From an optimization exercise on the open Yosys and OpenROAD flow, aimed at small area and few clock cycles; shortcuts taken in it are not production practice. In this exercise RTL edits were held to simulation tests only and were not proved equivalent to the original. Power figures rest on the tool's default switching activity, not on a simulated workload.

[config.mk]
export PLATFORM = sky130hd
export DESIGN_NAME = qurv_codec
export DESIGN_NICKNAME = qurv_codec
export VERILOG_FILES = /design/flow/design.v
export SDC_FILE = /design/flow/constraint.sdc
export NUM_CORES = 4
export LEC_CHECK = 0
export CAP_MARGIN = 20
export CORE_MARGIN = 2
export CORE_UTILIZATION = 60
export CTS_BUF_LIST = sky130_fd_sc_hd__clkbuf_4 sky130_fd_sc_hd__clkbuf_8
export CTS_CLUSTER_DIAMETER = 40
export CTS_CLUSTER_SIZE = 16
export PLACE_DENSITY = 0.75
export SLEW_MARGIN = 20
[constraint.sdc]
create_clock -name core_clock -period 10.0 [get_ports {clk}]
set_input_delay 2.0000 -clock core_clock [delete_from_list [all_inputs] [get_ports {clk}]]
set_output_delay 2.0000 -clock core_clock [all_outputs]
set_load 0.01 [all_outputs]
[design.v]
module qurv_codec (
    input  wire        clk,
    input  wire        rst,           
    input  wire        step_valid,
    input  wire        step_kind,     
    input  wire [23:0] step_word,
    output reg         done,
    output reg         rdata_valid,
    output reg  [15:0] rdata,
    output wire        tx_valid,
    output wire [7:0]  tx_data,
    input  wire        tx_ready
);
    localparam integer PAYLOAD_MAX = 32;
    localparam integer BODY_MAX    = PAYLOAD_MAX + 6;
    localparam integer RX_BUDGET   = 2 * BODY_MAX + 2;
    localparam [7:0] HOST_ADDR  = 8'h42;
    localparam [7:0] TYPE_READ  = 8'h04;
    localparam [7:0] TYPE_WRITE = 8'h05;
    localparam [7:0] ACK_READ   = 8'h08;
    localparam [7:0] ACK_WRITE  = 8'h03;
    localparam [7:0] START      = 8'h0D;
    localparam [7:0] ENDM       = 8'h0A;
    localparam [7:0] ESC        = 8'h5E;
    localparam [7:0] ESC_OFFSET = 8'h40;
    localparam [2:0] XS_IDLE = 3'd0, XS_BUSY = 3'd1, XS_OK = 3'd2, XS_TIMEOUT = 3'd3,
                     XS_TRANSPORT = 3'd4, XS_CHECKSUM = 3'd5, XS_MALFORMED = 3'd6,
                     XS_ACK = 3'd7;
    localparam [3:0] F_ILLCMD = 4'h1, F_ILLSEQ = 4'h2, F_TXOVF = 4'h4, F_BADIDX = 4'h8;
    localparam [1:0] SK_NONE = 2'd0, SK_READ = 2'd1, SK_WRITE = 2'd2, SK_OTHER = 2'd3;
    localparam [1:0] RS_OFF = 2'd0, RS_HUNT = 2'd1, RS_DATA = 2'd2, RS_ESCD = 2'd3;
    localparam [3:0] TS_START = 4'd0, TS_H0 = 4'd1, TS_H1 = 4'd2, TS_H2 = 4'd3, TS_H3 = 4'd4,
                     TS_PAY = 4'd5, TS_C0 = 4'd6, TS_C1 = 4'd7, TS_END = 4'd8;
    localparam [2:0] TC_DST = 3'd0, TC_TYP = 3'd1, TC_REG = 3'd2, TC_CLRP = 3'd3,
                     TC_PUSH = 3'd4, TC_SEND = 3'd5, TC_RST = 3'd7;
    localparam [2:0] PD_NONE = 3'd0, PD_TX = 3'd1, PD_CRC = 3'd2, PD_PAY = 3'd3, PD_EV = 3'd4,
                     PD_RAW = 3'd5;
    function [15:0] crc16_step;
        input [15:0] c;
        input [7:0]  b;
        integer k;
        reg [15:0] r;
        begin
            r = c ^ {b, 8'h00};
            for (k = 0; k < 8; k = k + 1)
                r = r[15] ? ((r << 1) ^ 16'h1021) : (r << 1);
            crc16_step = r;
        end
    endfunction
    function is_reserved;
        input [7:0] b;
        is_reserved = (b == START) || (b == ENDM) || (b == ESC);
    endfunction
    reg [15:0] crc;
    reg [7:0]  tx_dst, tx_type, tx_reg;
    reg [7:0]  tx_pay [0:PAYLOAD_MAX-1];    
    reg [4:0]  tx_pos0;                     
    reg [5:0]  tx_len;
    reg [15:0] tx_crc;        
    reg [2:0]  xstat;
    reg [3:0]  fault;
    reg [1:0]  sent_kind;
    reg [1:0]  rx_state;
    reg [7:0]  rx_raw [0:RX_BUDGET-1];      
    reg [6:0]  rx_pos0;                     
    reg [6:0]  rx_count;
    reg [5:0]  rx_blen;
    reg        rx_esc [4:BODY_MAX-3];    
    reg [7:0]  rx_b0, rx_b1, rx_b2, rx_b3;    
    reg [15:0] rx_crc_run;                    
    reg [7:0]  rx_h1, rx_h0;                  
    reg        rx_e1, rx_e0;                  
    reg [5:0]  cur_j;
    reg [6:0]  cur_p;
    reg        tx_busy;
    reg [3:0]  tx_st;         
    reg        tx_esc2;       
    reg [4:0]  tx_j;          
    reg [2:0]  pend;
    reg [2:0]  p_op;
    reg [7:0]  p_val;         
    wire [7:0]  op  = step_word[23:16];
    wire [15:0] arg = step_word[15:0];
    wire        z_ok = (arg == 16'h0000);
    wire        b_ok = (arg[15:8] == 8'h00);
    wire [7:0]  imm8 = arg[7:0];
    wire [1:0]  ev_kind = step_word[9:8];
    wire [7:0]  ev_data = step_word[7:0];
    wire cmd_in = step_valid && !step_kind;
    wire [7:0] lo8 = (pend == PD_NONE) ? step_word[7:0] : p_val;
    wire       ev_go   = (step_valid && step_kind) || pend == PD_EV;
    wire [1:0] ev_k    = (pend == PD_EV) ? 2'd0  : ev_kind;
    wire [7:0] ev_b    = lo8;
    wire [6:0] rx_next = (rx_pos0 == RX_BUDGET - 1) ? 7'd0 : rx_pos0 + 7'd1;
    wire       raw_rdy = (rx_count == 7'd0) || (rx_next == rx_count);
    wire       raw_wr  = ev_go && xstat == XS_BUSY && ev_k == 2'd0 && raw_rdy;
    reg  [7:0]  tx_cur;
    always @(*) begin
        case (tx_st)
            TS_H0:   tx_cur = tx_dst;
            TS_H1:   tx_cur = HOST_ADDR;
            TS_H2:   tx_cur = tx_type;
            TS_H3:   tx_cur = tx_reg;
            TS_PAY:  tx_cur = tx_pay[tx_pos0 - tx_j];
            TS_C0:   tx_cur = tx_crc[15:8];
            default: tx_cur = tx_crc[7:0];
        endcase
    end
    wire tx_cur_is_msg = (tx_st != TS_START) && (tx_st <= TS_PAY);
    reg [7:0] tx_wire;
    always @(*) begin
        if (tx_st == TS_START)    tx_wire = START;
        else if (tx_st == TS_END) tx_wire = ENDM;
        else if (tx_esc2)         tx_wire = tx_cur + ESC_OFFSET;
        else                      tx_wire = is_reserved(tx_cur) ? ESC : tx_cur;
    end
    assign tx_valid = tx_busy;
    assign tx_data  = tx_wire;
    wire crc_final = !tx_busy || (tx_st >= TS_C0);
    wire       in_tc  = cmd_in && ((op == 8'h01 && z_ok) ||
                                   (op[7:3] == 5'b00100 &&
                                    ((op[2:0] == 3'd3 || op[2:0] == 3'd5) ? z_ok :
                                     (op[2:0] != 3'd6 && op[2:0] != 3'd7) ? b_ok : 1'b0)));
    wire [2:0] in_tc_op = (op == 8'h01) ? TC_RST : op[2:0];
    wire [2:0] tc_op  = (pend == PD_TX) ? p_op  : in_tc_op;
    wire [7:0] tc_val = lo8;
    wire       push_rdy = tx_len[5] || (tx_len == 6'd0) || (tx_pos0 + 5'd1 == tx_len[4:0]);
    wire       tc_go  = !tx_busy && (tc_op != TC_PUSH || push_rdy) && (in_tc || pend == PD_TX);
    wire       pay_wr = tc_go && tc_op == TC_PUSH && !tx_len[5];
    wire        res_ok  = (xstat == XS_OK) || (xstat == XS_CHECKSUM) || (xstat == XS_ACK);
    wire [5:0]  rx_plen = rx_blen - 6'd6;
    reg [15:0] rd_val;
    always @(*) begin
        case (imm8)
            8'h00: rd_val = {13'd0, xstat};
            8'h01: rd_val = {12'd0, fault};
            8'h02: rd_val = crc;
            8'h03: rd_val = {8'd0, tx_dst};
            8'h04: rd_val = {8'd0, tx_type};
            8'h05: rd_val = {8'd0, tx_reg};
            8'h06: rd_val = {10'd0, tx_len};
            8'h07: rd_val = tx_crc;
            8'h08: rd_val = res_ok ? {8'd0, rx_b0} : 16'h0000;
            8'h09: rd_val = res_ok ? {8'd0, rx_b1} : 16'h0000;
            8'h0A: rd_val = res_ok ? {8'd0, rx_b2} : 16'h0000;
            8'h0B: rd_val = res_ok ? {8'd0, rx_b3} : 16'h0000;
            8'h0C: rd_val = res_ok ? {8'd0, rx_b2} : 16'h0000;
            8'h0D: rd_val = res_ok ? {10'd0, rx_plen} : 16'h0000;
            8'h0E: rd_val = res_ok ? {rx_h1, rx_h0} : 16'h0000;
            8'h0F: rd_val = res_ok ? rx_crc_run : 16'h0000;
            8'h10: rd_val = (xstat == XS_CHECKSUM) ? {8'd0, rx_b0} : 16'h0000;
            8'h11: rd_val = {9'd0, rx_count};
            8'h12: rd_val = {14'd0, rx_state};
            8'h13: rd_val = {10'd0, rx_blen};
            8'h14: rd_val = {14'd0, sent_kind};
            default: rd_val = 16'h0000;
        endcase
    end
    wire        pay_ok  = res_ok && (arg[15:6] == 10'd0) && (arg[5:0] < rx_plen);
    wire [5:0]  pay_t   = rx_blen - 6'd3 - lo8[5:0];
    wire        raw_ok  = (arg[15:7] == 9'd0) && (arg[6:0] < rx_count);
    wire        pay_now  = cmd_in && op == 8'h32 && pay_ok && pay_t == cur_j && raw_even;
    wire        pay_hit  = (pend == PD_PAY) && pay_t == cur_j && raw_even;
    wire        cur_esc  = rx_esc[cur_j];
    wire [6:0]  raw_addr = (pend == PD_PAY) || (pend == PD_NONE && op == 8'h32) ? cur_p :
                           lo8[6:0];
    wire [6:0]  raw_dif  = rx_pos0 - raw_addr;
    wire [6:0]  raw_pl   = (rx_pos0 < raw_addr) ? raw_dif + RX_BUDGET : raw_dif;
    wire        raw_even = !raw_pl[0];
    wire [7:0]  raw_rd   = rx_raw[{raw_pl[6:1], 1'b0}];
    wire [7:0]  pay_byte = cur_esc ? raw_rd - ESC_OFFSET : raw_rd;
    wire [15:0] crc_nx = crc16_step(ev_go ? rx_crc_run : crc, ev_go ? rx_h1 : imm8);
    integer k;
    always @(posedge clk) begin
        for (k = PAYLOAD_MAX - 1; k > 0; k = k - 1)
            tx_pay[k] <= tx_pay[k-1];
        tx_pay[0] <= pay_wr ? tc_val : tx_pay[PAYLOAD_MAX-1];
        tx_pos0   <= (pay_wr && tx_len == 6'd0) ? 5'd0 : tx_pos0 + 5'd1;
        for (k = RX_BUDGET - 1; k > 0; k = k - 1)
            rx_raw[k] <= rx_raw[k-1];
        rx_raw[0] <= raw_wr ? ev_b : rx_raw[RX_BUDGET-1];
        rx_pos0   <= (raw_wr && rx_count == 7'd0) ? 7'd0 : rx_next;
    end
    always @(posedge clk)
        if (step_valid) p_val <= step_word[7:0];
    always @(posedge clk) begin
        if (rst) begin
            crc         <= 16'h0000;
            tx_dst      <= 8'h00;
            tx_type     <= 8'h00;
            tx_reg      <= 8'h00;
            tx_len      <= 6'd0;
            tx_crc      <= 16'h0000;
            xstat       <= XS_IDLE;
            fault       <= 4'h0;
            sent_kind   <= SK_NONE;
            rx_state    <= RS_OFF;
            rx_blen     <= 6'd0;
            rx_count    <= 7'd0;
            tx_busy     <= 1'b0;
            tx_st       <= TS_START;
            tx_esc2     <= 1'b0;
            pend        <= PD_NONE;
            done        <= 1'b0;
            rdata_valid <= 1'b0;
            rdata       <= 16'h0000;
        end else begin
            done        <= 1'b0;
            rdata_valid <= 1'b0;
            rdata       <= 16'h0000;
            if (tx_busy && tx_ready) begin
                case (tx_st)
                    TS_START: tx_st <= TS_H0;
                    TS_END:   tx_busy <= 1'b0;
                    default: begin
                        if (!tx_esc2 && tx_cur_is_msg)
                            tx_crc <= crc16_step(tx_crc, tx_cur);
                        if (!tx_esc2 && is_reserved(tx_cur))
                            tx_esc2 <= 1'b1;
                        else begin
                            tx_esc2 <= 1'b0;
                            case (tx_st)
                                TS_H3: begin
                                    tx_j  <= tx_len[4:0] - 5'd1;
                                    tx_st <= (tx_len == 6'd0) ? TS_C0 : TS_PAY;
                                end
                                TS_PAY: begin
                                    tx_j <= tx_j - 5'd1;
                                    if (tx_j == 5'd0) tx_st <= TS_C0;
                                end
                                default: tx_st <= tx_st + 4'd1;
                            endcase
                        end
                    end
                endcase
            end
            if (pend == PD_CRC && crc_final) begin
                pend        <= PD_NONE;
                done        <= 1'b1;
                rdata_valid <= 1'b1;
                rdata       <= tx_crc;
            end
            if (pend == PD_PAY) begin
                if (pay_hit) begin
                    pend        <= PD_NONE;
                    done        <= 1'b1;
                    rdata_valid <= 1'b1;
                    rdata       <= {8'd0, pay_byte};
                    cur_j       <= cur_j - 6'd1;
                    cur_p       <= cur_p - 7'd1 - cur_esc;
                end else if (pay_t == cur_j) begin
                end else if (pay_t > cur_j) begin
                    cur_j <= rx_blen - 6'd3;
                    cur_p <= rx_count - 7'd4 - rx_e0 - rx_e1;
                end else begin
                    cur_j <= cur_j - 6'd1;
                    cur_p <= cur_p - 7'd1 - cur_esc;
                end
            end
            if (pend == PD_RAW && raw_even) begin
                pend        <= PD_NONE;
                done        <= 1'b1;
                rdata_valid <= 1'b1;
                rdata       <= {8'd0, raw_rd};
            end
            if (in_tc && !tc_go) begin
                pend  <= PD_TX;
                p_op  <= in_tc_op;
            end
            if (tc_go) begin
                pend <= PD_NONE;
                done <= 1'b1;
                case (tc_op)
                    TC_DST:  tx_dst  <= tc_val;
                    TC_TYP:  tx_type <= tc_val;
                    TC_REG:  tx_reg  <= tc_val;
                    TC_CLRP: tx_len  <= 6'd0;
                    TC_PUSH: begin
                        if (tx_len == PAYLOAD_MAX) fault <= fault | F_TXOVF;
                        else begin
                            tx_len <= tx_len + 6'd1;
                        end
                    end
                    TC_SEND: begin
                        if (xstat == XS_BUSY || fault != 4'h0) fault <= fault | F_ILLSEQ;
                        else begin
                            tx_busy    <= 1'b1;
                            tx_st      <= TS_START;
                            tx_esc2    <= 1'b0;
                            tx_crc     <= 16'h0000;
                            sent_kind  <= (tx_type == TYPE_READ)  ? SK_READ  :
                                          (tx_type == TYPE_WRITE) ? SK_WRITE : SK_OTHER;
                            rx_blen    <= 6'd0;
                            rx_count   <= 7'd0;
                            rx_state   <= RS_HUNT;
                            xstat      <= XS_BUSY;
                        end
                    end
                    default: begin  
                        crc         <= 16'h0000;
                        tx_dst      <= 8'h00;
                        tx_type     <= 8'h00;
                        tx_reg      <= 8'h00;
                        tx_len      <= 6'd0;
                        tx_crc      <= 16'h0000;
                        xstat       <= XS_IDLE;
                        fault       <= 4'h0;
                        sent_kind   <= SK_NONE;
                        rx_state    <= RS_OFF;
                        rx_blen     <= 6'd0;
                        rx_count    <= 7'd0;
                    end
                endcase
            end
            if (ev_go && !raw_wr && xstat == XS_BUSY && ev_k == 2'd0) begin
                pend  <= PD_EV;
            end else if (ev_go) begin
                pend <= PD_NONE;
                done <= 1'b1;
                if (xstat == XS_BUSY) begin
                    case (ev_k)
                        2'd0: begin : tp_byte
                            reg closed, overflow, append, escd;
                            reg [7:0] abyte;
                            closed   = 1'b0;
                            overflow = 1'b0;
                            append   = 1'b0;
                            escd     = 1'b0;
                            abyte    = ev_b;
                            rx_count <= rx_count + 7'd1;
                            case (rx_state)
                                RS_HUNT: begin
                                    if (ev_b == START) begin
                                        rx_state   <= RS_DATA;
                                        rx_blen    <= 6'd0;
                                        rx_crc_run <= 16'h0000;
                                    end
                                end
                                RS_DATA: begin
                                    if (ev_b == START) begin
                                        rx_blen    <= 6'd0;
                                        rx_crc_run <= 16'h0000;
                                    end else if (ev_b == ENDM) begin
                                        rx_state <= RS_OFF;
                                        closed   = 1'b1;
                                    end else if (ev_b == ESC) begin
                                        rx_state <= RS_ESCD;
                                    end else if (rx_blen == BODY_MAX) begin
                                        overflow = 1'b1;
                                    end else begin
                                        append = 1'b1;
                                    end
                                end
                                RS_ESCD: begin
                                    if (rx_blen == BODY_MAX) begin
                                        overflow = 1'b1;
                                    end else begin
                                        append   = 1'b1;
                                        escd     = 1'b1;
                                        abyte    = ev_b - ESC_OFFSET;
                                        rx_state <= RS_DATA;
                                    end
                                end
                                default: ;
                            endcase
                            if (append) begin
                                if (rx_blen >= 6'd4 && rx_blen <= BODY_MAX - 3)
                                    rx_esc[rx_blen] <= escd;
                                rx_blen <= rx_blen + 6'd1;
                                rx_h1   <= rx_h0;
                                rx_h0   <= abyte;
                                rx_e1   <= rx_e0;
                                rx_e0   <= escd;
                                if (rx_blen == 6'd0) rx_b0 <= abyte;
                                if (rx_blen == 6'd1) rx_b1 <= abyte;
                                if (rx_blen == 6'd2) rx_b2 <= abyte;
                                if (rx_blen == 6'd3) rx_b3 <= abyte;
                                if (rx_blen >= 6'd2)
                                    rx_crc_run <= crc_nx;
                            end
                            if (closed) begin
                                if (rx_blen < 6'd6) begin
                                    xstat <= XS_MALFORMED;
                                end else begin
                                    cur_j <= rx_blen - 6'd3;
                                    cur_p <= rx_count - 7'd3 - rx_e0 - rx_e1;
                                    if ({rx_h1, rx_h0} == rx_crc_run)
                                        xstat <= XS_OK;
                                    else
                                        xstat <= XS_CHECKSUM;
                                end
                            end else if (overflow) begin
                                xstat    <= XS_MALFORMED;
                                rx_state <= RS_OFF;
                            end else if (rx_count == RX_BUDGET - 1) begin
                                xstat    <= XS_TIMEOUT;
                                rx_state <= RS_OFF;
                            end
                        end
                        2'd1: begin
                            xstat    <= XS_TIMEOUT;
                            rx_state <= RS_OFF;
                        end
                        default: begin
                            xstat    <= XS_TRANSPORT;
                            rx_state <= RS_OFF;
                        end
                    endcase
                end
            end
            if (cmd_in && !in_tc) begin
                done <= 1'b1;
                case (op)
                    8'h00: begin  
                        if (!z_ok) fault <= fault | F_ILLCMD;
                    end
                    8'h02: begin  
                        if (!b_ok) fault <= fault | F_ILLCMD;
                        else if (imm8 == 8'h07 && !crc_final) begin
                            done <= 1'b0;
                            pend <= PD_CRC;
                        end else begin
                            rdata_valid <= 1'b1;
                            rdata       <= rd_val;
                            if (imm8 > 8'h14) fault <= fault | F_BADIDX;
                        end
                    end
                    8'h10: begin  
                        if (!z_ok) fault <= fault | F_ILLCMD;
                        else crc <= 16'h0000;
                    end
                    8'h11: begin  
                        if (!b_ok) fault <= fault | F_ILLCMD;
                        else crc <= crc_nx;
                    end
                    8'h12: begin  
                        if (!z_ok) fault <= fault | F_ILLCMD;
                        else begin
                            rdata_valid <= 1'b1;
                            rdata       <= crc;
                        end
                    end
                    8'h30: begin  
                        if (!z_ok) fault <= fault | F_ILLCMD;
                        else if (xstat == XS_BUSY) fault <= fault | F_ILLSEQ;
                        else begin
                            sent_kind   <= SK_NONE;
                            rx_blen     <= 6'd0;
                            rx_count    <= 7'd0;
                            rx_state    <= RS_HUNT;
                            xstat       <= XS_BUSY;
                        end
                    end
                    8'h31: begin  
                        if (!z_ok) fault <= fault | F_ILLCMD;
                        else if (xstat == XS_OK) begin
                            if (!((sent_kind == SK_READ  && rx_b2 == ACK_READ) ||
                                  (sent_kind == SK_WRITE && rx_b2 == ACK_WRITE)))
                                xstat <= XS_ACK;
                        end
                    end
                    8'h32: begin  
                        if (!pay_ok) begin
                            rdata_valid <= 1'b1;
                            fault       <= fault | F_BADIDX;
                        end else if (pay_now) begin
                            rdata_valid <= 1'b1;
                            rdata       <= {8'd0, pay_byte};
                            cur_j       <= cur_j - 6'd1;
                            cur_p       <= cur_p - 7'd1 - cur_esc;
                        end else begin
                            done  <= 1'b0;
                            pend  <= PD_PAY;
                        end
                    end
                    8'h33: begin  
                        if (!raw_ok) begin
                            rdata_valid <= 1'b1;
                            fault       <= fault | F_BADIDX;
                        end else if (raw_even) begin
                            rdata_valid <= 1'b1;
                            rdata       <= {8'd0, raw_rd};
                        end else begin
                            done  <= 1'b0;
                            pend  <= PD_RAW;
                        end
                    end
                    default: fault <= fault | F_ILLCMD;
                endcase
            end
        end
    end
endmodule
[run.sh]
#!/bin/bash
# synth_recipe.tcl (not shown) runs the flow's synth.tcl, then flattens the netlist and writes it again
# the make line also repeats each setting of config.mk as NAME=value (left out here)
make -C /OpenROAD-flow-scripts/flow DESIGN_CONFIG=/design/flow/config.mk WORK_HOME=/design/flow/orfs CLKGATE_MAP_FILE= SYNTH_SCRIPT=/design/flow/synth_recipe.tcl finish
==> summary.txt, run 1 <==
sequential area share after synthesis=0.609; core area=64700 µm²; CTS resizes=0; metal2 WL=51.6 mm; top post-synthesis cells by area=dfxtp_1 (51%), edfxtp_1 (9.7%), a22oi_1 (3.2%); Critical R2R Launch=pend[2]; Hold Crit Class=flop to flop; Critical Path Start Type=flop; Die Y=260 µm; maxcap violations=0; CTS buffer count=113; DR iter-0 viols=4075; routed wl met3=12.7 mm; Slew @ Worst Pin=1.20 ns; slew margin rel.=0.197; DRC Markers=0; RSZ-0062 raised after global routing=no; WP buf/inv=5; clk slew on worst S/H paths=0.09 ns; CP max stage cell=fa_1; highest routed layer=met4; Synth Cell Area=39400 µm²; Fin. Hold Viols=0; EDFF count, synth=127; peak supply drop=0.228 mV; number of flip-flops in the largest register=624; YS warnings=3; number of distinct library cells after synthesis=100; post-route insts no fill=4588; Site Rows=93; multi-input logic area=14600 µm²; chip width=260 µm; nets@finish=3763; top cell type by total area after synthesis=dfxtp_1; largest reg by FF count=rx_raw; power per cell area=233 nW/µm²; Via density=6.54; Die Area=67800 µm²; total gr overflow=0; Synth Net Count=3682; Max FO, Critical Path=16; share of cells above drive strength 1=0.102; wire per inst=25.7 µm; Sequential Area=24000 µm²; Post-Synth Adder-Cell Area=0.0267; postcts setup bufs=0; Total Routing Usage GR=0.341; critical path required time=8.00 ns; final wirelength=118 mm; Starting Density=0.609; Period minus WS final=9.30 ns; clock root cell=clkbuf_8; # H-tree levels=3; syn_area_per_cell=11.0 µm²; Crit path arrival time=7.30 ns; placer congestion estimate=1.06; ys async rst share=0; CP startpoint=tx_pos0[0]; final setup skew=0.0550 ns; Top Family by Delay on Critical Path=compound AO/OA/AOI/OAI gates; fillers=4909; outcome=no timing/DRC/antenna violations; most instantiated library cell after synthesis=dfxtp_1; Crit. End Element=primary output; CP peak stage delay=1.16 ns; # port buffers=55; CTS Buffer Depth=3; # placed instances=4393; clk sinks=1137; fmax=0.108 GHz; initial antenna violation count=1; top cells by count, synth=dfxtp_1 (1010), nor2_1 (321), nand2_1 (226), a22oi_1 (168), a21oi_1 (161); drt pass-1 iters=11; remaining antenna violation count=0; final period utilization=0.930; largest family of logic cells by synthesized area=compound AO/OA/AOI/OAI gates; cells after synthesis=3572; Post-Route Setup TNS=0 ns; Worst Hold Launch=rx_raw[33][0]; CP Class=flop to primary output; CTS tree=yes; register bit total from synthesis=1137; boundary pin count=56; post-synthesis mux area share=0.0250; clock latency on the worst-skew pair=0.79 ns; CP Cell Sequence=inv_1 > ha_1 > inv_1 > fa_1 > buf_4 > nand2b_1 > nor2_2 > o211ai_2 > o32ai_1 > nor4_2 > nand4_1 > a222oi_1 > inv_1 > ha_1 > nor4b_1 > o211ai_1 > nand2_1 > o22ai_1 > clkdlybuf4s50_1; first-pass GRT wire length=176 mm; Most used DFF post-synth=dfxtp_1; top flop regs=rx_raw x624, tx_pay x256, rx_esc x32; Compound-Gate Fraction of Synth Area=0.168; largest net degree at the start of global routing=63; Slew Limit Fails=0; leak pwr=15.8 nW; final setup fails=0; CP most frequent cell=inv_1; Layout area overhead=10.2%; xor/xnor share of the synthesized area=0.0314; Synth top area share=0.513; met1 wire length=46.7 mm; vias in the first global route=28900; Hold Buf Count CTS=0; hpwl dp=84.4 mm; via count=30000; area share of and/or/nand/nor cells after synthesis=0.115
==> power by group <==
| group | leakage [nW] | total [mW] | switching, mW | internal [mW] |
|---|---|---|---|---|
| sequential | 9.33 | 4.65 | 0.0304 | 4.62 |
| clock | 1.20 | 3.02 | 1.70 | 1.31 |
| combinational | 5.28 | 2.47 | 1.78 | 0.686 |
==> cell usage in the layout (no fill, tap or decap), types with 26 or more instances in the layout <==
cell type / synthesis / final
o21ai_0: 160 / 160
nand3_1: 97 / 97
xor2_1: 40 / 40
a31oi_1: 49 / 49
nor2_1: 321 / 317
a221oi_1: 52 / 52
edfxtp_1: 127 / 127
and3_1: 26 / 26
dfxtp_1: 1010 / 1010
a211oi_1: 39 / 33
inv_1: 86 / 86
a222oi_1: 43 / 43
a21oi_1: 161 / 160
a22o_1: 32 / 32
nand4_1: 34 / 34
clkdlybuf4s50_1: 0 / 54
buf_4: 2 / 72
ha_1: 76 / 76
xnor2_1: 92 / 91
nor3_1: 78 / 71
a22oi_1: 168 / 168
mux2i_1: 41 / 41
nand2_1: 226 / 226
clkbuf_8: 0 / 120
==> area by class of cell <==
type,instances,area share
clock inverters,70,0.0166
repair buffers,127,0.0250
clock buffers,124,0.0387
flip-flops and latches,1137,0.553
well taps,855,0.0246
multi-input cells,2187,0.335
inverters,87,0.00751
diodes,1,0.0000576
==> path summary, 6_finish.rpt <==
kind | endpoint | slack, ns | cells after the start
setup / recovery | tx_data[0] | 0.70 | 19
hold / removal | rx_raw[34][0] | 0.31 | 0
setup reg to reg | rdata[6] | 2.28 | 20
hold reg to reg | rx_raw[34][0] | 0.31 | 0
==> per-layer routing <==
metal,track usage,vias up
met2,0.524,2001
met5,0,-
met3,0.0744,444
met4,0.177,0
li1,-,13300
met1,0.456,14300
==> through the flow <==
| stage | total power [mW] | util | hold WS [ns] | instance area (µm²) | setup WS (ns) |
|---|---|---|---|---|---|
| 3_5_place_dp | 7.11 | 0.634 | 0.312 | 41000 | 0.700 |
| 5_1_grt | 10.4 | 0.672 | 0.312 | 43500 | 0.489 |
| 4_1_cts | 10.1 | 0.672 | 0.272 | 43400 | 0.903 |
| 2_1_floorplan | 6.29 | - | 0.310 | 39400 | 2.07 |
| 6_report | 10.1 | 0.672 | 0.310 | 43500 | 0.699 |
| 3_3_place_gp | 7.03 | 0.634 | 0.310 | 41000 | 1.08 |
==> kinds of logic (layout without fill, tap and decap cells) <==
group                    count (synthesis)  in the layout
XOR/XNOR                               137            137
AO/OA/AOI/OAI                          932            932
other                                    0              1
adder cells (fa/ha/maj)                 81             81
AND/OR/NAND/NOR                        957            957
flip-flops                            1137           1137
multiplexers                            80             80
buffers and inverters                  248            408
==> worst register-to-register path, delay by kind of cell (launching register included) <==
kind | cells | cell delay, ns
buffers and inverters | 4 | 1.23
multiplexers | 3 | 1.58
flip-flops | 1 | 0.42
AO/OA/AOI/OAI | 8 | 2.63
adder cells (fa/ha/maj) | 1 | 0.27
AND/OR/NAND/NOR | 4 | 1.50
Testbench counts, summed over its fixed seeds: cycles 56,530.
==> run 2: changes to the inputs <==
--- a/config.mk
+++ b/config.mk
@@ -7,9 +7,9 @@
 export LEC_CHECK = 0
 export CAP_MARGIN = 20
 export CORE_MARGIN = 2
-export CORE_UTILIZATION = 60
+export CORE_UTILIZATION = 40
 export CTS_BUF_LIST = sky130_fd_sc_hd__clkbuf_4 sky130_fd_sc_hd__clkbuf_8
-export CTS_CLUSTER_DIAMETER = 40
-export CTS_CLUSTER_SIZE = 16
-export PLACE_DENSITY = 0.75
+export CTS_CLUSTER_DIAMETER = 50
+export CTS_CLUSTER_SIZE = 20
+export PLACE_DENSITY = 0.6
 export SLEW_MARGIN = 20
==> run 2 against run 1 <==
Net effect:
- still clean
- clock skew is 0.0029 ns higher
- critical path depth grew 4
- first-iteration DRC count is 14% lower
- synthesized area is the same
- hold slack got worse by 0.011 ns
- critical path type is now input pin to flop
==> summary.txt, run 2 <==
Layout area overhead=12.2% (was 10.2%); hpwl dp=85.0 mm (was 84.4 mm); outcome=no timing/DRC/antenna violations (unchanged); CTS resizes=0 (unchanged); most instantiated library cell after synthesis=dfxtp_1 (unchanged); wire per inst=23.8 µm (was 25.7 µm); nets@finish=3765 (was 3763); core area=98000 µm² (was 64700 µm²); top cell type by total area after synthesis=dfxtp_1 (unchanged); # placed instances=4837 (was 4393); boundary pin count=56 (unchanged); Crit. End Element=flop (was primary output); Synth top area share=0.513 (unchanged); Site Rows=115 (was 93); register bit total from synthesis=1137 (unchanged); cells after synthesis=3572 (unchanged); sequential area share after synthesis=0.609 (unchanged); DR iter-0 viols=3505 (was 4075); Reg power frac=0.447 (was 0.459); final setup skew=0.0578 ns (was 0.0550 ns); most common cell after layout, fill and taps aside=dfxtp_1 (unchanged); number of flip-flops in the largest register=624 (unchanged); Clock power frac=0.306 (was 0.298); top flop regs=rx_raw x624, tx_pay x256, rx_esc x32 (unchanged); CTS tree=yes (unchanged); final setup fails=0 (unchanged); Max FO, Critical Path=14 (was 16); largest net degree at the start of global routing=47 (was 63); Fin. Hold Viols=0 (unchanged); slew margin rel.=0.179 (was 0.197); post-route insts no fill=5026 (was 4588); Critical Path Start Type=input pin (was flop); Total Routing Usage GR=0.230 (was 0.341); clk slew on worst S/H paths=0.11 ns (was 0.09 ns); top post-synthesis cells by area=dfxtp_1 (51%), edfxtp_1 (9.7%), a22oi_1 (3.2%) (unchanged); power per cell area=235 nW/µm² (was 233 nW/µm²); total gr overflow=0 (unchanged); fmax=0.113 GHz (was 0.108 GHz); Period minus WS final=8.83 ns (was 9.30 ns); Slew @ Worst Pin=1.22 ns (was 1.20 ns); clock root cell=clkbuf_8 (unchanged); drt pass-1 iters=7 (was 11); via count=29000 (was 30000); Synth Cell Area=39400 µm² (unchanged); placer congestion estimate=0.975 (was 1.06); clk sinks=1137 (unchanged); Power, Total=10.4 mW (was 10.1 mW); maxcap violations=0 (unchanged); final period utilization=0.883 (was 0.930); sw frac=0.352 (was 0.347); Cell Int Power=6.74 mW (was 6.62 mW); # H-tree levels=3 (unchanged); vias in the first global route=27600 (was 28900); chip width=318 µm (was 260 µm); RSZ-0062 raised after global routing=no (unchanged); top cells by count, synth=dfxtp_1 (1010), nor2_1 (321), nand2_1 (226), a22oi_1 (168), a21oi_1 (161) (unchanged); first-pass GRT wire length=178 mm (was 176 mm); ys async rst share=0 (unchanged); leak pwr=15.9 nW (was 15.8 nW); peak supply drop=0.238 mV (was 0.228 mV); DRC Markers=0 (unchanged); Post-Route Setup TNS=0 ns (unchanged); Starting Density=0.402 (was 0.609); Hold Buf Count CTS=0 (unchanged); largest reg by FF count=rx_raw (unchanged); Sw Pwr=3.66 mW (was 3.51 mW); syn_area_per_cell=11.0 µm² (unchanged); initial antenna violation count=2 (was 1); Synth Net Count=3682 (unchanged); fillers=9038 (was 4909); remaining antenna violation count=0 (unchanged); Slew Limit Fails=0 (unchanged); hold depth=0 (unchanged); CTS buffer count=102 (was 113); Crit path arrival time=9.46 ns (was 7.30 ns); share of cells above drive strength 1=0.103 (was 0.102); critical path required time=10.63 ns (was 8.00 ns); Hold Crit Class=flop to flop (unchanged); combinational share of power=0.247 (was 0.244); YS warnings=3 (unchanged); EDFF count, synth=127 (unchanged); CP Class=input pin to flop (was flop to primary output); number of distinct library cells after synthesis=100 (unchanged); Die Y=318 µm (was 260 µm); postcts setup bufs=0 (unchanged); Reg2Reg Depth=19 (was 20); Die Area=101000 µm² (was 67800 µm²); clock latency on the worst-skew pair=0.78 ns (was 0.79 ns); CTS Buffer Depth=3 (unchanged); # port buffers=55 (unchanged); Via density=5.77 (was 6.54); final wirelength=120 mm (was 118 mm); Most used DFF post-synth=dfxtp_1 (unchanged); commonest non-fill, non-tap cells in the layout=dfxtp_1 (1010), nor2_1 (317), nand2_1 (226), a22oi_1 (168) (unchanged)
run 2: cell counts after synthesis:
Identical to the previous run, type by type.
run 2: critical path, cell delays in order:
cell             delay [ns]
clkdlybuf4s50_1        0.75
nand3_1                0.21
or2_2                  0.42
nor2_1                 0.20
nand2_1                0.08
a21oi_1                0.16
buf_4                  0.20
mux2_2                 0.35
ha_1                   0.22
fa_1                   0.42
nand2b_1               0.21
o2bb2ai_2              0.19
xnor2_1                0.67
nor4_1                 0.21
nor4_4                 0.87
nor2_1                 0.47
a222oi_1               0.39
nand2_1                0.10
a221oi_1               0.23
a21oi_1                0.11
or4_1                  0.43
a2111oi_0              0.43
o21ai_1                0.13
run 2: layout make-up:
class / instances / area, µm² / area share
flip-flops and latches: 1137 / 24000 / 0.543
multi-input cells: 2187 / 14600 / 0.330
well taps: 1287 / 1610 / 0.0364
clock buffers: 112 / 1500 / 0.0340
repair buffers: 140 / 1200 / 0.0272
clock inverters: 71 / 967 / 0.0219
inverters: 87 / 327 / 0.00738
diodes: 5 / 12.5 / 0.000283
run 2: through the flow:
stage | setup WS [ns] | hold slack, ns | util | area [µm²]
6_report | 1.17 | 0.299 | 0.451 | 44200
3_5_place_dp | 0.679 | 0.312 | 0.426 | 41700
5_1_grt | 0.633 | 0.302 | 0.451 | 44200
2_1_floorplan | 2.07 | 0.310 | - | 39400
3_3_place_gp | 0.845 | 0.310 | 0.426 | 41700
4_1_cts | 1.32 | 0.284 | 0.451 | 44200
run 2: layer usage:
layer,up-vias,global-route usage,share of wire
li1,13300,-,-
met1,14000,0.327,0.44
met2,1451,0.348,0.43
met3,254,0.0392,0.085
met4,0,0.0878,0.038
met5,-,0,0
run 2: path summary, 6_finish.rpt:
check / start / to / slack [ns]
setup reg to reg: pend[2] / rdata[2] / 2.49
hold / removal: tx_pay[14][2] / tx_pay[15][2] / 0.30
hold reg to reg: tx_pay[14][2] / tx_pay[15][2] / 0.30
setup / recovery: step_word[20] / rdata[2] / 1.17
run 2: logic make-up (layout without fill, tap and decap cells):
group | Yosys count | in the layout | synth area share
simple gates | 957 | 957 | 0.115
other cells | 0 | 5 | 0
flops | 1137 | 1137 | 0.609
fa+ha+maj | 81 | 81 | 0.0267
xor+xnor | 137 | 137 | 0.0314
compound gates | 932 | 932 | 0.168
buf+inv | 248 | 410 | 0.0247
mux | 80 | 80 | 0.0250
run 2: power by group through the flow:
stage          logic, mW  clock network, mW  registers (mW)
5_1_grt             2.72               3.42            4.65
2_1_floorplan       1.55                  0            4.74
4_1_cts             2.54               3.23            4.65
3_5_place_dp        2.53                  0            4.75
3_3_place_gp        2.50                  0            4.75
6_report            2.57               3.18            4.65
==> run 3: changes to the inputs <==
--- a/design.v
+++ b/design.v
@@ -114,7 +114,6 @@
         else if (tx_esc2)         tx_wire = tx_cur + ESC_OFFSET;
         else                      tx_wire = is_reserved(tx_cur) ? ESC : tx_cur;
     end
-    assign tx_valid = tx_busy;
     assign tx_data  = tx_wire;
     wire crc_final = !tx_busy || (tx_st >= TS_C0);
     wire       in_tc  = cmd_in && ((op == 8'h01 && z_ok) ||
@@ -127,6 +126,8 @@
     wire       push_rdy = tx_len[5] || (tx_len == 6'd0) || (tx_pos0 + 5'd1 == tx_len[4:0]);
     wire       tc_go  = !tx_busy && (tc_op != TC_PUSH || push_rdy) && (in_tc || pend == PD_TX);
     wire       pay_wr = tc_go && tc_op == TC_PUSH && !tx_len[5];
+    wire   send_now = tc_go && tc_op == TC_SEND && xstat != XS_BUSY && fault == 4'h0;
+    assign tx_valid = tx_busy || send_now;
     wire        res_ok  = (xstat == XS_OK) || (xstat == XS_CHECKSUM) || (xstat == XS_ACK);
     wire [5:0]  rx_plen = rx_blen - 6'd6;
     reg [15:0] rd_val;
@@ -211,7 +212,10 @@
             if (tx_busy && tx_ready) begin
                 case (tx_st)
                     TS_START: tx_st <= TS_H0;
-                    TS_END:   tx_busy <= 1'b0;
+                    TS_END: begin
+                        tx_busy <= 1'b0;
+                        tx_st   <= TS_START;
+                    end
                     default: begin
                         if (!tx_esc2 && tx_cur_is_msg)
                             tx_crc <= crc16_step(tx_crc, tx_cur);
@@ -285,7 +289,7 @@
                         if (xstat == XS_BUSY || fault != 4'h0) fault <= fault | F_ILLSEQ;
                         else begin
                             tx_busy    <= 1'b1;
-                            tx_st      <= TS_START;
+                            tx_st      <= tx_ready ? TS_H0 : TS_START;
                             tx_esc2    <= 1'b0;
                             tx_crc     <= 16'h0000;
                             sent_kind  <= (tx_type == TYPE_READ)  ? SK_READ  :
--- a/config.mk
+++ b/config.mk
@@ -7,9 +7,9 @@
 export LEC_CHECK = 0
 export CAP_MARGIN = 20
 export CORE_MARGIN = 2
-export CORE_UTILIZATION = 40
+export CORE_UTILIZATION = 60
 export CTS_BUF_LIST = sky130_fd_sc_hd__clkbuf_4 sky130_fd_sc_hd__clkbuf_8
-export CTS_CLUSTER_DIAMETER = 50
-export CTS_CLUSTER_SIZE = 20
-export PLACE_DENSITY = 0.6
+export CTS_CLUSTER_DIAMETER = 40
+export CTS_CLUSTER_SIZE = 16
+export PLACE_DENSITY = 0.75
 export SLEW_MARGIN = 20
==> run 3 against run 2 <==
Net effect:
- still clean on timing, DRC and antenna
- routed wire length shrank 0.24%
- sequential power shrank 0.9%
- fmax shrank 0.78%
- synthesized area grew 1.7%
- die area shrank 32%
- critical path depth shrank 8
- global-route usage grew 11 points
- final cell count shrank 5.7%
- clock-buffer cell count grew 25
- first-iteration DRC count grew 25%
- via count grew 5.5%
- power shrank 20%
- largest cell class unchanged
- highest routed layer is now met5
==> summary.txt, run 3 <==
remaining antenna violation count=0 (unchanged); Clock power frac=0.396 (was 0.306); wire per inst=25.2 µm (was 23.8 µm); peak supply drop=0.199 mV (was 0.238 mV); Crit path arrival time=6.89 ns (was 9.46 ns); Place WS=0.613 ns (was 0.679 ns); outcome=no timing/DRC/antenna violations (unchanged); first-pass GRT wire length=177 mm (was 178 mm); CP peak stage delay=0.79 ns (was 0.87 ns); top cells by count, synth=dfxtp_1 (1010), nor2_1 (310), nand2_1 (212), a21oi_1 (179), clkbuf_1 (156) (was dfxtp_1 (1010), nor2_1 (321), nand2_1 (226), a22oi_1 (168), a21oi_1 (161)); top flop regs=rx_raw x624, tx_pay x256, rx_esc x32 (unchanged); # H-tree levels=3 (unchanged); Via density=6.45 (was 5.77); syn_area_per_cell=10.8 µm² (was 11.0 µm²); largest net degree at the start of global routing=71 (was 47); Reg power frac=0.552 (was 0.447); final wirelength=119 mm (was 120 mm); CTS buffer count=117 (was 102); commonest non-fill, non-tap cells in the layout=dfxtp_1 (1010), nor2_1 (307), nand2_1 (212), a21oi_1 (177), nand4_1 (147) (was dfxtp_1 (1010), nor2_1 (317), nand2_1 (226), a22oi_1 (168)); Hold Buf Count CTS=0 (unchanged); Critical R2R Launch=pend[2] (unchanged); Reg2Reg Depth=24 (was 19); top post-synthesis cells by area=dfxtp_1 (50%), edfxtp_1 (9.5%), nor2_1 (2.9%) (was dfxtp_1 (51%), edfxtp_1 (9.7%), a22oi_1 (3.2%)); Die Y=263 µm (was 318 µm); via count=30600 (was 29000); leak pwr=16.5 nW (was 15.9 nW); Most used DFF post-synth=dfxtp_1 (unchanged); CTS Buffer Depth=3 (unchanged); critical path required time=8.00 ns (was 10.63 ns); Slew Limit Fails=0 (unchanged); fillers=5035 (was 9038); Synth Cell Area=40100 µm² (was 39400 µm²); most instantiated library cell after synthesis=dfxtp_1 (unchanged); combinational share of power=0.052 (was 0.247); vias in the first global route=28800 (was 27600); chip width=263 µm (was 318 µm); register bit total from synthesis=1137 (unchanged); post-route core utilization=0.674 (was 0.451); slew margin rel.=0.140 (was 0.179); DR iter-0 viols=4394 (was 3505); Die Area=68900 µm² (was 101000 µm²); clk sinks=1137 (unchanged); share of cells above drive strength 1=0.103 (about the same); FF-to-FF setup slack=2.78 ns (was 2.49 ns); RSZ-0062 raised after global routing=no (unchanged); Site Rows=94 (was 115); # port buffers=55 (unchanged); CP max stage cell=a21oi_1 (was nor4_4); Hold Crit Class=flop to flop (unchanged); Synth top area share=0.504 (was 0.513); CP most frequent cell=a21oi_1; CTS resizes=0 (unchanged); most common cell after layout, fill and taps aside=dfxtp_1 (unchanged); total gr overflow=0 (unchanged); Fin. Hold Viols=0 (unchanged); Critical Path Start Type=flop (was input pin); CP Cell Sequence=inv_1 > ha_1 > a21oi_1 > a21oi_1 > or2_2 > nor2_1 > a311oi_1 > nand4b_1 > a221oi_2 > nor4bb_1 > a31oi_4 > o21ai_2 > nor2_1 > a21oi_1 > clkdlybuf4s50_1 (was clkdlybuf4s50_1 > nand3_1 > or2_2 > nor2_1 > nand2_1 > a21oi_1 > buf_4 > mux2_2 > ha_1 > fa_1 > nand2b_1 > o2bb2ai_2 > xnor2_1 > nor4_1 > nor4_4 > nor2_1 > a222oi_1 > nand2_1 > a221oi_1 > a21oi_1 > or4_1 > a2111oi_0 > o21ai_1); clock root cell=clkbuf_8 (unchanged); clk slew on worst S/H paths=0.09 ns (was 0.11 ns); largest reg by FF count=rx_raw (unchanged); core area=66000 µm² (was 98000 µm²); Cell Int Power=6.35 mW (was 6.74 mW); Compound-Gate Fraction of Synth Area=0.151 (was 0.168); final setup fails=0 (unchanged); initial antenna violation count=8 (was 2); number of flip-flops in the largest register=624 (unchanged); EDFF count, synth=127 (unchanged); RR Endpoint=rdata[7] (was rdata[2]); Slew @ Worst Pin=1.28 ns (was 1.22 ns); ys async rst share=0 (unchanged); DRC Markers=0 (unchanged); hpwl dp=84.1 mm (was 85.0 mm); final period utilization=0.889 (was 0.883); nets@finish=3893 (was 3765); Total Routing Usage GR=0.335 (was 0.230); Period minus WS final=8.89 ns (was 8.83 ns); maxcap violations=0 (unchanged); drt pass-1 iters=7 (unchanged); hold depth=0 (unchanged); Sw Pwr=2.01 mW (was 3.66 mW); Synth Net Count=3819 (was 3682); fmax=0.112 GHz (was 0.113 GHz); Layout area overhead=10.9% (was 12.2%); number of distinct library cells after synthesis=101 (was 100); YS warnings=3 (unchanged); Post-Synth Adder-Cell Area=0.0262 (was 0.0267); placer congestion estimate=1.03 (was 0.975); CP Class=flop to primary output (was input pin to flop); top cell type by total area after synthesis=dfxtp_1 (unchanged); CTS tree=yes (unchanged); Post-Route Setup TNS=0 ns (unchanged); sequential area share after synthesis=0.599 (was 0.609); WHS Endpoint=rx_raw[6][1] (was tx_pay[15][2]); power per cell area=188 nW/µm² (was 235 nW/µm²); cells after synthesis=3709 (was 3572); postcts setup bufs=0 (unchanged); Worst Hold Launch=rx_raw[5][1] (was tx_pay[14][2]); largest family of logic cells by synthesized area=compound AO/OA/AOI/OAI gates (unchanged); sw frac=0.241 (was 0.352); area share of and/or/nand/nor cells after synthesis=0.138 (was 0.115); Crit. End Element=primary output (was flop); setup slack after layout=1.11 ns (was 1.17 ns); Max FO, Critical Path=32 (was 14); clock latency on the worst-skew pair=0.77 ns (was 0.78 ns); Starting Density=0.608 (was 0.402); post-synthesis mux area share=0.0264 (was 0.0250); boundary pin count=56 (unchanged); final setup skew=0.0595 ns (was 0.0578 ns); xor/xnor share of the synthesized area=0.0302 (was 0.0314)
[run 3: power by group through the flow]
stage / sequential, mW / clock (mW) / combinational (mW)
floorplan: 4.72 / 0 / 0.261
global placement: 4.72 / 0 / 0.417
detailed placement: 4.72 / 0 / 0.421
CTS: 4.62 / 3.35 / 0.423
global route: 4.62 / 3.52 / 0.458
finish: 4.61 / 3.31 / 0.437
[run 3: worst max-delay path by stage]
| stage | start | endpoint | slack [ns] | cells past startpoint |
|---|---|---|---|---|
| 2_1_floorplan | step_word[19] | rdata[6] | 1.93 | 24 |
| 3_3_place_gp | step_word[18] | rdata[7] | 0.66 | 29 |
| 3_5_place_dp | step_word[18] | rdata[7] | 0.61 | 29 |
| 4_1_cts | tx_j[3] | tx_data[2] | 1.17 | 17 |
| 5_1_grt | step_word[18] | rdata[7] | 0.74 | 29 |
| 6_report | tx_j[3] | tx_data[2] | 1.11 | 15 |
[run 3: final cells by class]
cell class / instances / area (µm²) / share of cell area
antenna: 5 / 12.5 / 0.000281
clock buffer: 137 / 1820 / 0.0410
clock inverter: 69 / 891 / 0.0200
inverter: 98 / 368 / 0.00827
multi-input combinational: 2277 / 15000 / 0.337
sequential: 1137 / 24000 / 0.540
tap: 864 / 1080 / 0.0243
timing repair buffer: 152 / 1270 / 0.0286
[run 3: routing by layer]
| layer | track usage | share of wire | up-vias |
|---|---|---|---|
| met2 | 0.495 | 0.43 | 1863 |
| li1 | - | - | 13800 |
| met3 | 0.0857 | 0.11 | 334 |
| met4 | 0.136 | 0.041 | 6 |
| met5 | 0 | 0.00032 | - |
| met1 | 0.472 | 0.42 | 14600 |
[run 3: per-stage QoR]
stage | std cells | hold slack (ns) | cell area [µm²] | power, mW
2_1_floorplan | 3709 | 0.310 | 40100 | 4.98
3_3_place_gp | 4528 | 0.310 | 41800 | 5.14
3_5_place_dp | 4528 | 0.312 | 41800 | 5.14
4_1_cts | 4734 | 0.297 | 44500 | 8.38
5_1_grt | 4736 | 0.302 | 44500 | 8.59
6_report | 4739 | 0.285 | 44500 | 8.36
[run 3: critical path: cells and delay by family, from the launching register on]
kind	cells	cell delay, ns
compound gates	7	2.52
fa+ha+maj	1	0.52
buf+inv	2	0.64
simple gates	5	2.05
flops	1	0.41
[run 3: cell families (layout without fill, tap and decap cells)]
family / after synthesis / count (layout)
compound gates: 862 / 862
xor+xnor: 134 / 134
fa+ha+maj: 81 / 81
buf+inv: 295 / 456
flops: 1137 / 1137
mux: 87 / 87
other cells: 0 / 5
simple gates: 1113 / 1113
Testbench counts of run 3, summed over its fixed seeds: cycles 56,132.
==> run 4: changes to the inputs <==
==> flow/run.sh (new file) <==
#!/bin/bash
# The standard layout (the standard.sh, all steps), except that the port
# buffers use the smallest buffer cell instead of the default one.
export BUFFER_PORTS_ARGS="-buffer_cell sky130_fd_sc_hd__buf_1"
bash standard.sh > standard.log 2>&1
==> standard.sh (new file) <==
#!/bin/bash
# synth_recipe.tcl (not shown) runs the flow's synth.tcl, then flattens the netlist and writes it again
# the make line also repeats each setting of config.mk as NAME=value (left out here)
make -C /OpenROAD-flow-scripts/flow DESIGN_CONFIG=/design/flow/config.mk WORK_HOME=/design/flow/orfs CLKGATE_MAP_FILE= SYNTH_SCRIPT=/design/flow/synth_recipe.tcl "${@:-finish}"
removed: run.sh
==> run 4 against run 3 <==
Net effect:
- combinational power decreased by 4%
- global-route usage rose by 0.17 points
- critical path depth rose by 12
- core utilization decreased by 0.84 points
- largest cell class unchanged
- synthesized area stayed put
- hold slack better by 0.012 ns
==> summary.txt, run 4 <==
outcome=no timing/DRC/antenna violations (unchanged); final setup skew=0.0431 ns (was 0.0595 ns); Cell Int Power=6.22 mW (was 6.35 mW); Post-Route Setup TNS=0 ns (unchanged); wire per inst=25.4 µm (was 25.2 µm); peak supply drop=0.221 mV (was 0.199 mV); DRC Markers=0 (unchanged); largest net degree at the start of global routing=71 (unchanged); vias in the first global route=28400 (was 28800); CTS tree=yes (unchanged); CTS Buffer Depth=3 (unchanged); Place WS=0.800 ns (was 0.613 ns); # port buffers=55 (unchanged); ys async rst share=0 (unchanged); top cell type by total area after synthesis=dfxtp_1 (unchanged); core area=66000 µm² (unchanged); CTS buffer count=114 (was 117); register bit total from synthesis=1137 (unchanged); Slew @ Worst Pin=1.15 ns (was 1.28 ns); critical path required time=10.63 ns (was 8.00 ns); Fin. Hold Viols=0 (unchanged); clk slew on worst S/H paths=0.10 ns (was 0.09 ns); maxcap violations=0 (unchanged); Most used DFF post-synth=dfxtp_1 (unchanged); slew margin rel.=0.230 (was 0.140); Synth Cell Area=40100 µm² (unchanged); Die Y=263 µm (unchanged); Synth top area share=0.504 (unchanged); YS warnings=3 (unchanged); EDFF count, synth=127 (unchanged); first-pass GRT wire length=178 mm (was 177 mm); DR iter-0 viols=4244 (was 4394); Synth Net Count=3819 (unchanged); clock latency on the worst-skew pair=0.78 ns (was 0.77 ns); # H-tree levels=3 (unchanged); share of cells above drive strength 1=0.0982 (was 0.103); RSZ-0062 raised after global routing=no (unchanged); setup slack after layout=1.38 ns (was 1.11 ns); Top Family by Delay on Critical Path=simple AND/OR/NAND/NOR gates (was compound AO/OA/AOI/OAI gates); CTS resizes=0 (unchanged); Clock power frac=0.388 (was 0.396); drt pass-1 iters=7 (unchanged); largest reg by FF count=rx_raw (unchanged); fmax=0.116 GHz (was 0.112 GHz); most common cell after layout, fill and taps aside=dfxtp_1 (unchanged); Layout area overhead=9.51% (was 10.9%); Die Area=68900 µm² (unchanged); combinational share of power=0.051 (was 0.052); number of flip-flops in the largest register=624 (unchanged); post-route core utilization=0.666 (was 0.674); hpwl dp=83.8 mm (was 84.1 mm); Hold Buf Count CTS=0 (unchanged); Period minus WS final=8.62 ns (was 8.89 ns); sequential area share after synthesis=0.599 (unchanged); syn_area_per_cell=10.8 µm² (unchanged); initial antenna violation count=3 (was 8); chip width=263 µm (unchanged); Reg power frac=0.561 (was 0.552); Sw Pwr=2.01 mW (about the same); Critical Path Start Type=input pin (was flop); CP max stage cell=nor3_1 (was a21oi_1); top flop regs=rx_raw x624, tx_pay x256, rx_esc x32 (unchanged); Starting Density=0.608 (unchanged); total gr overflow=0 (unchanged); remaining antenna violation count=0 (unchanged); via count=30700 (was 30600); Hold Crit Class=flop to flop (unchanged); Crit path arrival time=9.24 ns (was 6.89 ns); postcts setup bufs=0 (unchanged); nets@finish=3878 (was 3893); CP Class=input pin to flop (was flop to primary output); Total Routing Usage GR=0.337 (was 0.335); cells after synthesis=3709 (unchanged); CP peak stage delay=0.69 ns (was 0.79 ns); leak pwr=16.2 nW (was 16.5 nW); commonest non-fill, non-tap cells in the layout=dfxtp_1 (1010), nor2_1 (306), nand2_1 (212), a21oi_1 (178), nand4_1 (147) (was dfxtp_1 (1010), nor2_1 (307), nand2_1 (212), a21oi_1 (177), nand4_1 (147)); power per cell area=187 nW/µm² (was 188 nW/µm²); Slew Limit Fails=0 (unchanged); number of distinct library cells after synthesis=101 (unchanged); top cells by count, synth=dfxtp_1 (1010), nor2_1 (310), nand2_1 (212), a21oi_1 (179), clkbuf_1 (156) (unchanged); final period utilization=0.862 (was 0.889); final wirelength=120 mm (was 119 mm); top post-synthesis cells by area=dfxtp_1 (50%), edfxtp_1 (9.5%), nor2_1 (2.9%) (unchanged); Via density=6.51 (was 6.45); sw frac=0.244 (was 0.241); final setup fails=0 (unchanged); boundary pin count=56 (unchanged); clock root cell=clkbuf_8 (unchanged); Max FO, Critical Path=17 (was 32); Crit. End Element=flop (was primary output); clk sinks=1137 (unchanged); most instantiated library cell after synthesis=dfxtp_1 (unchanged); Site Rows=94 (unchanged); placer congestion estimate=1.03 (unchanged); WP buf/inv=5 (was 2)
run 4: cell counts after synthesis:
No cell type changed its count.
run 4: cell families after synthesis:
logic type | share of synthesized area
adder cells (fa/ha/maj) | 0.0262
multiplexers | 0.0264
AND/OR/NAND/NOR | 0.138
XOR/XNOR | 0.0302
buffers and inverters | 0.0289
AO/OA/AOI/OAI | 0.151
flip-flops | 0.599
run 4: area by class of cell:
type | instances | area, µm²
clock buffers | 127 | 1720
flip-flops and latches | 1137 | 24000
multi-input cells | 2277 | 15000
clock inverters | 69 | 826
well taps | 864 | 1080
repair buffers | 140 | 868
diodes | 3 | 7.51
inverters | 98 | 368
fillers | 5115 | 22000
run 4: power by group through the flow:
stage | Clock, mW | Sequential (mW) | Combinational (mW)
finish | 3.19 | 4.61 | 0.421
global route | 3.39 | 4.62 | 0.439
CTS | 3.22 | 4.61 | 0.406
detailed placement | 0 | 4.72 | 0.404
global placement | 0 | 4.72 | 0.399
floorplan | 0 | 4.72 | 0.261
run 4: worst reg2reg max path, delay by kind of cell, from the launching register on:
kind / cells / cell delay [ns]
buf+inv: 3 / 0.69
simple gates: 6 / 2.24
flops: 1 / 0.44
compound gates: 6 / 1.28
xor+xnor: 1 / 0.16
mux: 3 / 1.36
fa+ha+maj: 3 / 1.26
run 4: routing by layer:
metal | wire length [µm] | GRT usage
met1 | 50400 | 0.484
met2 | 50600 | 0.490
met3 | 13500 | 0.0789
met4 | 5130 | 0.140
met5 | 27 | 0
run 4: final timing paths:
kind / from / to / depth (start not counted) / slack (ns)
min: rx_raw[61][1] / rx_raw[62][1] / 0 / 0.30
min reg2reg: rx_raw[61][1] / rx_raw[62][1] / 0 / 0.30
max reg2reg: pend[2] / rdata[7] / 22 / 2.47
max: step_word[18] / rdata[7] / 27 / 1.38
run 4: through the flow:
stage | total power [mW] | hold WS (ns) | cell area (µm²) | cells
6_report | 8.23 | 0.296 | 43900 | 4715
5_1_grt | 8.45 | 0.314 | 43900 | 4712
4_1_cts | 8.25 | 0.317 | 43900 | 4710
3_5_place_dp | 5.13 | 0.312 | 41300 | 4514
3_3_place_gp | 5.12 | 0.309 | 41300 | 4513
2_1_floorplan | 4.98 | 0.310 | 40100 | 3709
==> run 5: changes to the inputs <==
==> flow/run.sh (replaced) <==
#!/bin/bash
# The standard layout (the standard.sh, all steps) with two changes:
# - the port buffers use the smallest buffer cell instead of the default one;
# - clock tree synthesis adds no dummy loads (the same clustering and buffers
#   as config.mk asks for otherwise).
export BUFFER_PORTS_ARGS="-buffer_cell sky130_fd_sc_hd__buf_1"
export CTS_ARGS="-sink_clustering_enable -repair_clock_nets -sink_clustering_size 16 -sink_clustering_max_diameter 40 -buf_list {sky130_fd_sc_hd__clkbuf_4 sky130_fd_sc_hd__clkbuf_8} -dont_use_dummy_load"
bash standard.sh > standard.log 2>&1
==> run 5 against run 4 <==
Net effect:
- power shrank 9.5%
- combinational power hardly changed
- via count fell by 0.32%
- fmax fell by 1.1%
- clock power fell by 24%
- first-iteration DRC count is 3.4% higher
- largest power group unchanged
==> summary.txt, run 5 <==
outcome=no timing/DRC/antenna violations (unchanged); core area=66000 µm² (unchanged); leak pwr=15.7 nW (was 16.2 nW); met1 GRT Util=0.490 (was 0.484); Fin. Hold Viols=0 (unchanged); DRC Markers=0 (unchanged); slew margin rel.=0.191 (was 0.230); clk sinks=1137 (unchanged); fillers=5234 (was 5115); CTS buffer count=114 (unchanged); top cells by count, synth=dfxtp_1 (1010), nor2_1 (310), nand2_1 (212), a21oi_1 (179), clkbuf_1 (156) (unchanged); number of flip-flops in the largest register=624 (unchanged); cells after synthesis=3709 (unchanged); maxcap violations=0 (unchanged); number of distinct library cells after synthesis=101 (unchanged); final setup fails=0 (unchanged); total gr overflow=0 (unchanged); GR peak layer=met1 (was met2); Sequential Area=24000 µm² (unchanged); Site Rows=94 (unchanged); power per cell area=174 nW/µm² (was 187 nW/µm²); final wirelength=119 mm (was 120 mm); hpwl dp=83.8 mm (unchanged); top flop regs=rx_raw x624, tx_pay x256, rx_esc x32 (unchanged); final setup skew=0.0904 ns (was 0.0431 ns); most common cell after layout, fill and taps aside=dfxtp_1 (unchanged); register bit total from synthesis=1137 (unchanged); chip width=263 µm (unchanged); multi-input logic area=15000 µm² (about the same); Synth Net Count=3819 (unchanged); CTS Buffer Depth=3 (unchanged); Synth top area share=0.504 (unchanged); share of cells above drive strength 1=0.0781 (was 0.0982); commonest non-fill, non-tap cells in the layout=dfxtp_1 (1010), nor2_1 (306), nand2_1 (212), a21oi_1 (178), nand4_1 (147) (unchanged); remaining antenna violation count=0 (unchanged); Via density=6.60 (was 6.51); M3 GR Usage=0.0672 (was 0.0789); fmax=0.115 GHz (was 0.116 GHz); most instantiated library cell after synthesis=dfxtp_1 (unchanged); Slew @ Worst Pin=1.20 ns (was 1.15 ns); top post-synthesis cells by area=dfxtp_1 (50%), edfxtp_1 (9.5%), nor2_1 (2.9%) (unchanged); global-route track usage on met2=0.489 (was 0.490); nets@finish=3877 (was 3878); peak supply drop=0.211 mV (was 0.221 mV); vias in the first global route=28200 (was 28400); via count=30600 (was 30700); clock root cell=clkbuf_8 (unchanged); ys async rst share=0 (unchanged); Hold Crit Class=flop to flop (unchanged); # port buffers=55 (unchanged); Most used DFF post-synth=dfxtp_1 (unchanged); Layout area overhead=7.00% (was 9.51%); CP Class=input pin to flop (unchanged); Starting Density=0.608 (unchanged); Slew Limit Fails=0 (unchanged); Critical Path Start Type=input pin (unchanged); Post-Route Setup TNS=0 ns (unchanged); placer congestion estimate=1.03 (unchanged); # H-tree levels=3 (unchanged); top cell type by total area after synthesis=dfxtp_1 (unchanged); wire per inst=25.7 µm (was 25.4 µm); Total Routing Usage GR=0.335 (was 0.337); initial antenna violation count=5 (was 3); postcts setup bufs=0 (unchanged); clk slew on worst S/H paths=0.09 ns (was 0.10 ns); sequential area share after synthesis=0.599 (unchanged); final period utilization=0.871 (was 0.862); Die Area=68900 µm² (unchanged); clock latency on the worst-skew pair=0.75 ns (was 0.78 ns); EDFF count, synth=127 (unchanged); drt pass-1 iters=6 (was 7); CTS tree=yes (unchanged); Crit path arrival time=9.28 ns (was 9.24 ns); critical path required time=10.57 ns (was 10.63 ns); DR iter-0 viols=4390 (was 4244); first-pass GRT wire length=177 mm (was 178 mm); boundary pin count=56 (unchanged); RSZ-0062 raised after global routing=no (unchanged); largest reg by FF count=rx_raw (unchanged); YS warnings=3 (unchanged); Hold WS=0.256 ns (was 0.296 ns); Max FO, Critical Path=17 (unchanged); Hold Buf Count CTS=0 (unchanged); CTS resizes=0 (unchanged); Synth Cell Area=40100 µm² (unchanged); largest net degree at the start of global routing=71 (unchanged); Die Y=263 µm (unchanged); syn_area_per_cell=10.8 µm² (unchanged); Period minus WS final=8.71 ns (was 8.62 ns); Crit. End Element=flop (unchanged)
==> run 5: cell counts after synthesis <==
Identical to the previous run, type by type.
==> run 5: through the flow <==
stage	cells	worst slack (ns)	total power, mW	cell area, µm²	util
2_1_floorplan	3709	1.93	4.98	40100	-
3_3_place_gp	4513	0.870	5.12	41300	0.626
3_5_place_dp	4514	0.800	5.13	41300	0.626
4_1_cts	4628	1.50	7.46	42900	0.650
5_1_grt	4630	0.791	7.66	42900	0.650
6_report	4632	1.29	7.45	42900	0.651
==> run 5: metal layers <==
layer  wire length (µm)  up-vias  part of all wire
met5                  0        -                 0
met4               4730        0             0.040
met3              13400      334              0.11
met2              50300     1904              0.42
met1              50600    14700              0.43
li1                   -    13700                 -
==> run 5: worst max-delay path, cell delays in order <==
cell and delay (ns):
buf_1 0.12, nor4_2 0.25, buf_4 0.18, nand4_1 0.24, nor2_1 0.29, nand2_1 0.09, a21oi_1 0.31, mux2_2 0.38
ha_1 0.21, fa_1 0.47, xnor2_2 0.16, buf_4 0.17, inv_1 0.31, ha_1 0.59, nand2b_1 0.11, mux2_2 0.34
a21oi_1 0.19, a211oi_1 0.13, or2_1 0.24, buf_4 0.20, nor3_1 0.73, a211oi_1 0.14, and3_1 0.41, o41ai_2 0.64
a21oi_1 0.09, nor3_1 0.20, o21ai_1 0.08
==> run 5: worst paths after layout <==
path	from	endpoint	slack [ns]	cells past startpoint
min	rx_raw[67][1]	rx_raw[68][1]	0.26	0
max	step_word[18]	rdata[7]	1.29	27
max reg2reg	pend[2]	rdata[7]	2.47	22
min reg2reg	rx_raw[67][1]	rx_raw[68][1]	0.26	0
==> run 5: report_power, final <==
part           switching (mW)  total (mW)  internal, mW
registers             0.00787        4.62          4.61
clock network            1.41        2.41          1.00
logic                   0.304       0.419         0.116
==> run 5: final cells by class <==
class,instances,share of cell area
well taps,864,0.0252
multi-input cells,2277,0.350
inverters,98,0.00857
clock buffers,114,0.0366
diodes,3,0.000175
flip-flops and latches,1137,0.560
repair buffers,139,0.0196
==> run 5: kinds of logic after synthesis <==
logic type / count (synthesis) / synth area share
DFF: 1137 / 0.599
adders and majority gates: 81 / 0.0262
muxes: 87 / 0.0264
xor gates and xnor gates: 134 / 0.0302
and+or+nand+nor: 1113 / 0.138
AOI/OAI and AO/OA: 862 / 0.151
buffers and inverters: 295 / 0.0289

==> re-timing with driven ports <==
No port has a modelled driver above. Below, the same layouts with a new extraction and two added sets of constraints. Step 1 assumes that a clkbuf_16 drives the clock port and a buf_2 every other input. Step 2 times the ports against the registers' clock, not the clock port: input delays grow and output delays shrink by t, the midpoint of the rising clock arrivals with the driver on. Three values: ideal ports, drivers, drivers and shift; two values: the first two.
run | t (ns) | slack for setup (ns) | worst hold slack (ns) | slew at the worst register clock pin (ns)
run 1 | 0.824 | 0.699 / 0.639 / 0.573 | 0.310 / 0.310 / 0.310 | 0.10 / 0.10
run 2 | 0.831 | 1.175 / 1.221 / 0.391 | 0.299 / 0.299 / 0.299 | 0.12 / 0.12
run 3 | 0.810 | 1.105 / 1.039 / 0.455 | 0.285 / 0.285 / 0.285 | 0.10 / 0.10
run 4 | 0.815 | 1.382 / 1.424 / 0.609 | 0.296 / 0.296 / 0.296 | 0.10 / 0.10
run 5 | 0.778 | 1.287 / 1.332 / 0.554 | 0.256 / 0.256 / 0.256 | 0.10 / 0.10
After both steps every run listed still meets setup and hold. The setup slack of run 2, which loses most, moves by +0.046 ns with the drivers and by -0.784 ns with both steps.
